Context: an optimization exercise on an open-source flow, tuned for small area, a short achievable clock period and few clock cycles. The choices shown serve that exercise and are no tape-out recipe. Only simulation tests tie the RTL to the original design; equivalence was not proved. Power and IR drop assume default switching activity.

===== design/flow/design.v =====
module lz77_compressor (
    input  wire        clk,
    input  wire        rst,        
    input  wire        wr_en,
    input  wire [6:0]  wr_addr,
    input  wire [7:0]  wr_data,
    input  wire [7:0]  in_len,     
    input  wire [15:0] lz_w,       
    input  wire [7:0]  lz_min,     
    input  wire [7:0]  lz_max,     
    input  wire        start,
    output wire        idle,
    output wire        out_valid,
    input  wire        out_ready,
    output wire [7:0]  out_data,
    output reg         done,
    output reg         err,
    output reg  [2:0]  pad
);
    localparam S_IDLE   = 4'd0,
               S_HDR0   = 4'd1,
               S_HDR1   = 4'd2,
               S_HDR2   = 4'd3,
               S_NEXT   = 4'd4,
               S_SEARCH = 4'd5,
               S_EMIT   = 4'd6,
               S_FLUSH  = 4'd7,
               S_DRAIN  = 4'd8;
    reg [3:0]  state;
    reg [7:0]  mem [0:127];
    always @(posedge clk) begin
        if (wr_en)
            mem[wr_addr] <= wr_data;
    end
    reg [7:0]  len_r;
    reg [15:0] w_r;
    reg [7:0]  min_r;
    reg [7:0]  max_r;
    reg [7:0]  p;        
    reg [7:0]  o;        
    reg [7:0]  l;        
    reg [7:0]  best;     
    reg [7:0]  bo;       
    reg [7:0]  lim;      
    reg [7:0]  omax;     
    reg [39:0] acc;
    reg [5:0]  cnt;
    wire [7:0] cur_byte  = mem[p[6:0] + l[6:0]];
    wire [7:0] cand_byte = mem[p[6:0] - o[6:0] + l[6:0]];
    wire       byte_eq   = (cur_byte == cand_byte);
    wire [7:0] rem       = len_r - p;
    wire [7:0] lim_next  = (max_r < rem) ? max_r : rem;
    wire [7:0] omax_next = (w_r < {8'd0, p}) ? w_r[7:0] : p;
    wire       is_match  = (best != 8'd0) && (best >= min_r);
    wire [7:0] lit_byte  = mem[p[6:0]];
    assign idle      = (state == S_IDLE);
    assign out_valid = (cnt >= 6'd8);
    assign out_data  = acc[39:32];
    wire       can_push = (cnt < 6'd8);
    function [39:0] pushed;
        input [39:0] a;
        input [5:0]  c;
        input [31:0] val;
        input [5:0]  n;
        reg   [39:0] aligned;
        begin
            aligned = {val, 8'd0} << (6'd32 - n);
            pushed  = a | (aligned >> c);
        end
    endfunction
    always @(posedge clk) begin
        if (rst) begin
            state <= S_IDLE;
            acc   <= 40'd0;
            cnt   <= 6'd0;
            done  <= 1'b0;
            err   <= 1'b0;
            pad   <= 3'd0;
        end else begin
            done <= 1'b0;
            if (out_valid && out_ready) begin
                acc <= acc << 8;
                cnt <= cnt - 6'd8;
            end
            case (state)
                S_IDLE: begin
                    if (start) begin
                        len_r <= in_len;
                        w_r   <= lz_w;
                        min_r <= lz_min;
                        max_r <= lz_max;
                        if (lz_min > lz_max) begin
                            done  <= 1'b1;
                            err   <= 1'b1;
                            pad   <= 3'd0;
                        end else begin
                            state <= S_HDR0;
                        end
                    end
                end
                S_HDR0: if (can_push) begin
                    acc   <= pushed(acc, cnt, {24'd0, len_r}, 6'd32);
                    cnt   <= cnt + 6'd32;
                    state <= S_HDR1;
                end
                S_HDR1: if (can_push) begin
                    acc   <= pushed(acc, cnt, {16'd0, w_r}, 6'd16);
                    cnt   <= cnt + 6'd16;
                    state <= S_HDR2;
                end
                S_HDR2: if (can_push) begin
                    acc   <= pushed(acc, cnt, {16'd0, min_r, max_r}, 6'd16);
                    cnt   <= cnt + 6'd16;
                    p     <= 8'd0;
                    state <= S_NEXT;
                end
                S_NEXT: begin
                    if (p >= len_r) begin
                        state <= S_FLUSH;
                    end else begin
                        o     <= 8'd1;
                        l     <= 8'd0;
                        best  <= 8'd0;
                        bo    <= 8'd0;
                        lim   <= lim_next;
                        omax  <= omax_next;
                        state <= S_SEARCH;
                    end
                end
                S_SEARCH: begin
                    if (o > omax) begin
                        state <= S_EMIT;
                    end else if (l < lim && byte_eq) begin
                        l <= l + 8'd1;
                    end else begin
                        if (l > best) begin
                            best <= l;
                            bo   <= o;
                        end
                        o <= o + 8'd1;
                        l <= 8'd0;
                    end
                end
                S_EMIT: if (can_push) begin
                    if (is_match) begin
                        acc <= pushed(acc, cnt, {7'd0, 1'b1, 8'd0, bo, best}, 6'd25);
                        cnt <= cnt + 6'd25;
                        p   <= p + best;
                    end else begin
                        acc <= pushed(acc, cnt, {23'd0, 1'b0, lit_byte}, 6'd9);
                        cnt <= cnt + 6'd9;
                        p   <= p + 8'd1;
                    end
                    state <= S_NEXT;
                end
                S_FLUSH: if (can_push) begin
                    pad   <= 3'd0 - cnt[2:0];
                    if (cnt != 6'd0)
                        cnt <= 6'd8;
                    state <= S_DRAIN;
                end
                default: begin  
                    if (cnt == 6'd0) begin
                        done  <= 1'b1;
                        err   <= 1'b0;
                        state <= S_IDLE;
                    end
                end
            endcase
        end
    end
endmodule

===== design/flow/run.sh =====
#!/bin/bash
# synth_recipe.tcl (not shown) runs the flow's synth.tcl, then flattens the netlist and writes it again
# the make line also repeats each setting of config.mk as NAME=value (left out here)
make -C /OpenROAD-flow-scripts/flow DESIGN_CONFIG=/design/flow/config.mk WORK_HOME=/design/flow/orfs CLKGATE_MAP_FILE= SYNTH_SCRIPT=/design/flow/synth_recipe.tcl finish

===== design/flow/config.mk =====
export PLATFORM = sky130hd
export DESIGN_NAME = lz77_compressor
export DESIGN_NICKNAME = lz77_compressor
export VERILOG_FILES = /design/flow/design.v
export SDC_FILE = /design/flow/constraint.sdc
export NUM_CORES = 4
export LEC_CHECK = 0
export CAP_MARGIN = 20
export CORE_MARGIN = 2
export CORE_UTILIZATION = 40
export SLEW_MARGIN = 20

===== design/flow/constraint.sdc =====
create_clock -name core_clock -period 10.0 [get_ports {clk}]
set_input_delay 2.0000 -clock core_clock [delete_from_list [all_inputs] [get_ports {clk}]]
set_output_delay 2.0000 -clock core_clock [all_outputs]
set_load 0.01 [all_outputs]

==> summary.txt <==
-- logic make-up after synthesis --
logic type | count (synthesis) | share of synthesized area [%]
buf+inv | 480 | 3.28
mux | 1203 | 32.3
flops | 1182 | 49.0
simple gates | 893 | 5.57
xor+xnor | 49 | 0.634
compound gates | 794 | 7.42
fa+ha+maj | 97 | 1.79
-- through the flow --
step                area [um2]  worst slack (ps)
detailed placement       74800              2970
finish                   79400              3320
global placement         74800              3160
global route             79400              3090
CTS                      79400              2960
floorplan                71200              4240
-- registers in the layout, indices dropped and copies added (netlist names), named ones only --
register  flops
min_r         8
acc          40
lim           8
max_r         8
bo            8
mem        1024
done          1
best          8
o             8
err           1
state         4
w_r          16
cnt           6
omax          8
l             8
p             8
len_r         8
pad           3
-- worst max-delay path, delay by kind of cell (launching register included) --
kind | cells | cell delay [ps]
simple gates | 3 | 1140
xor+xnor | 1 | 150
flops | 1 | 520
buf+inv | 2 | 790
mux | 5 | 1830
fa+ha+maj | 2 | 1800
-- metal layers --
metal | part of all wire, % | GRT usage, %
met4 | 4.2 | 10.8
met3 | 13 | 8.03
met1 | 38 | 37.8
met2 | 45 | 41.5
met5 | 0.026 | 0
-- how the worst max path moves through the flow --
stage          depth (start not counted)  from  slack [ps]       to
2_1_floorplan                         14  p[1]        4240  best[0]
3_3_place_gp                          14  p[1]        3160  best[1]
3_5_place_dp                          14  p[1]        2970    bo[1]
4_1_cts                               14  p[1]        2960    bo[7]
5_1_grt                               14  p[1]        3090    bo[7]
6_report                              13  p[1]        3320     o[2]
-- power groups by stage --
stage	Sequential (mW)	Clock, mW	Combinational [mW]
6_report	5.70	5.10	2.64
5_1_grt	5.71	5.33	2.76
4_1_cts	5.69	5.15	2.56
3_5_place_dp	5.80	0	2.55
3_3_place_gp	5.79	0	2.53
2_1_floorplan	5.71	0	1.63
-- cell type report --
| type | count | area, um2 | area share (%) |
|---|---|---|---|
| sequential | 1182 | 34900 | 44.0 |
| antenna | 1 | 2.50 | 0.00315 |
| inverter | 92 | 345 | 0.435 |
| timing repair buffer | 277 | 2460 | 3.09 |
| tap | 2340 | 2930 | 3.69 |
| multi-input combinational | 3036 | 34300 | 43.1 |
| clock inverter | 85 | 963 | 1.21 |
| clock buffer | 159 | 3550 | 4.48 |
-- layout by cell type (no fill, tap or decap), types with 19 or more instances in the layout --
master	n
o211ai_1	27
ha_1	84
nand4_1	19
nor2_1	290
nor2_2	23
mux2i_1	294
xnor2_1	29
nand3_1	71
mux4_2	872
a22oi_1	71
nor3_1	50
o22ai_1	31
clkdlybuf4s50_1	65
dfxtp_1	54
and2_1	37
a211oi_1	41
clkinv_2	21
nor2b_1	29
a21oi_1	187
clkinv_1	24
mux2_2	36
o221ai_1	19
nand2b_1	27
clkbuf_1	20
edfxtp_1	1120
nand2_1	290
o21ai_0	153
buf_4	193
a31oi_1	43
inv_1	86
a22o_1	19
a21o_1	34
a221oi_1	27
clkbuf_16	139
==> flow_metrics.py <==
metrics = {
    "critical_path": {
        "critPathMaxStageDelay_ps": 1230,
        "rr_startpoint": "p[1]",
        "cp_common_cell": "mux2i_1",
        "path_cells": "inv_1 -> fa_1 -> fa_4 -> buf_12 -> mux4_2 -> mux4_2 -> mux2i_1 -> mux2i_1 -> mux2i_1 -> xnor2_1 -> nand4_1 -> nor3_1 -> nor2_1",
        "criticalPathCategory": "flop to flop",
        "r2r-end": "o[2]",
        "crit_arrival_ps": 7130,
        "required_ps": 10440,
        "crit_path_top_delay_cell": "fa_4",
        "path_max_fanout": 115,
        "ff2ff_path_depth": 13,
        "reg2reg_slack_ps": 3320,
        "end_kind": "flop",
        "crit_path_start_kind": "flop",
    },
    "min_path": {
        "min_path_cells": 2,
        "min_to": "pad[1]",
        "holdCritStartpoint": "pad[1]",
        "hp-class": "flop to flop",
    },
    "pwr": {
        "switchingPower_mw": 4.09,
        "p_per_area_nw_per_um2": 169,
        "p_seq_share_pct": 42.4,
        "intPower_mw": 9.35,
        "pwr-share-comb_pct": 19.7,
        "switching_share_pct": 30.4,
        "p_clk_share_pct": 37.9,
        "power_mw": 13.4,
        "ir_worst_vdd_v": 0.000138,
        "p_leak_nw": 26.4,
    },
    "synthesis": {
        "yosys_warnings": 1,
        "netlist.top_cell.by_area": "edfxtp_1",
        "seq_area_frac_synth_pct": 49.0,
        "synth_common_cells": "1120 x edfxtp_1, 872 x mux4_2, 313 x nor2_1",
        "syn_nets": 4853,
        "async_flop_share_pct": 0,
        "synth_area_leaders": "edfxtp_1 47%, mux4_2 28%, mux2i_1 4.1%, dfxtp_1 1.7%, nor2_1 1.7%",
        "avgSynthCellArea_um2": 15.2,
        "yosysMostFrequentCell": "edfxtp_1",
        "synth_top_area_share_pct": 47.2,
        "syn_inst": 4698,
        "synth_edf_count": 1120,
        "ys.flop_type": "edfxtp_1",
        "ys_ff_latch": 1182,
        "synth_cell_types": 96,
        "synth_area_um2": 71200,
    },
    "global_route": {
        "grt_max_degree": 116,
        "grt_pass1_vias": 47701,
        "antenna_found_initial": 5,
        "grt-ovfl-total": 0,
        "grt_pass1_wl_um": 358000,
        "grt_usage_pct": 27.6,
    },
    "job": {
        "maxCapViolations": 0,
    },
    "status": {
        "status": "no timing/DRC/antenna violations",
    },
    "timing": {
        "finalHoldViolations": 0,
        "rsz0062_at_grt": "no",
        "setup_tns_ps": 0,
        "whs_ps": 476,
        "setup_violations": 0,
        "slew_viol_final": 0,
        "slew_headroom_pct": 17.3,
        "finalClockSkew_ps": 36.2,
        "fin_crit_sh_pct": 66.8,
        "tightest_slew_ps": 1230,
        "fmax_mhz": 150,
        "min_period_ps": 6680,
    },
    "cells_and_area": {
        "final_layout_size_suffix_gt1_share_pct": 29.1,
        "fillers": 15482,
        "layout.cells.non_filler": 7172,
        "area_growth_pct": 11.5,
        "final_nets": 4881,
        "fin_util_pct": 45.0,
    },
    "place": {
        "gp_congestion": 0.983,
        "dp.cells": 6927,
        "hpwl_um": 166000,
        "portBuffers": 74,
    },
    "route": {
        "viasPerCell": 6.92,
        "via_count": 49609,
        "ant_nets": 0,
        "drt_iter0_markers": 7752,
        "wl_um": 253000,
        "dr.pass1.iters": 8,
        "drcViolationCount": 0,
        "wl_per_cell_um": 35.3,
    },
    "cts": {
        "cts_tree": "done",
        "clk_pin_slew_ps": 60,
        "cts_setup_buffers": 0,
        "cts_resized": 0,
        "cts-buffers-inserted": 137,
        "htree_num_levels": 4,
        "cts.path.max_buffers": 3,
        "root_buffer": "clkbuf_16",
        "hold_buffers": 0,
        "clkLatencyLatePin_ps": 800,
        "clock_sinks": 1182,
    },
    "die": {
        "io_pins": 75,
        "start_util_pct": 40.3,
        "die_w_um": 426,
        "core_um2": 176000,
        "rows": 154,
        "die_y_um": 426,
        "die-area_um2": 181000,
    },
}
Testbench counts, summed over its fixed seeds: cycles 173,914.

-- re-timing with driven ports --
Ports are ideal in the flow. The routed layout listed here was re-timed in OpenROAD. Step 1: set_driving_cell puts a clkbuf_16 on clk and a buf_2 on each other input, an assumption about the parent block. Step 2 adds t to the input delays and takes it off the output delays; t is the mean of the earliest and latest rising clock arrival at the registers after step 1. Input paths then give back, and output paths get back, about the clock's delay inside the block. Slacks: ideal ports / drivers / drivers and shift; pairs: ideal ports / drivers.
t, ns: 0.860
setup slack, ns: 3.317 / 3.317 / 3.317
slew at the worst register clock pin (ns): 0.07 / 0.07
worst slew at a driven data input, ns: 0.12
pins driven straight from the clock port: 1
After both steps setup and hold are still met in this run. The setup slack of this run moves by 0.000 ns with the drivers and by 0.000 ns with both steps.
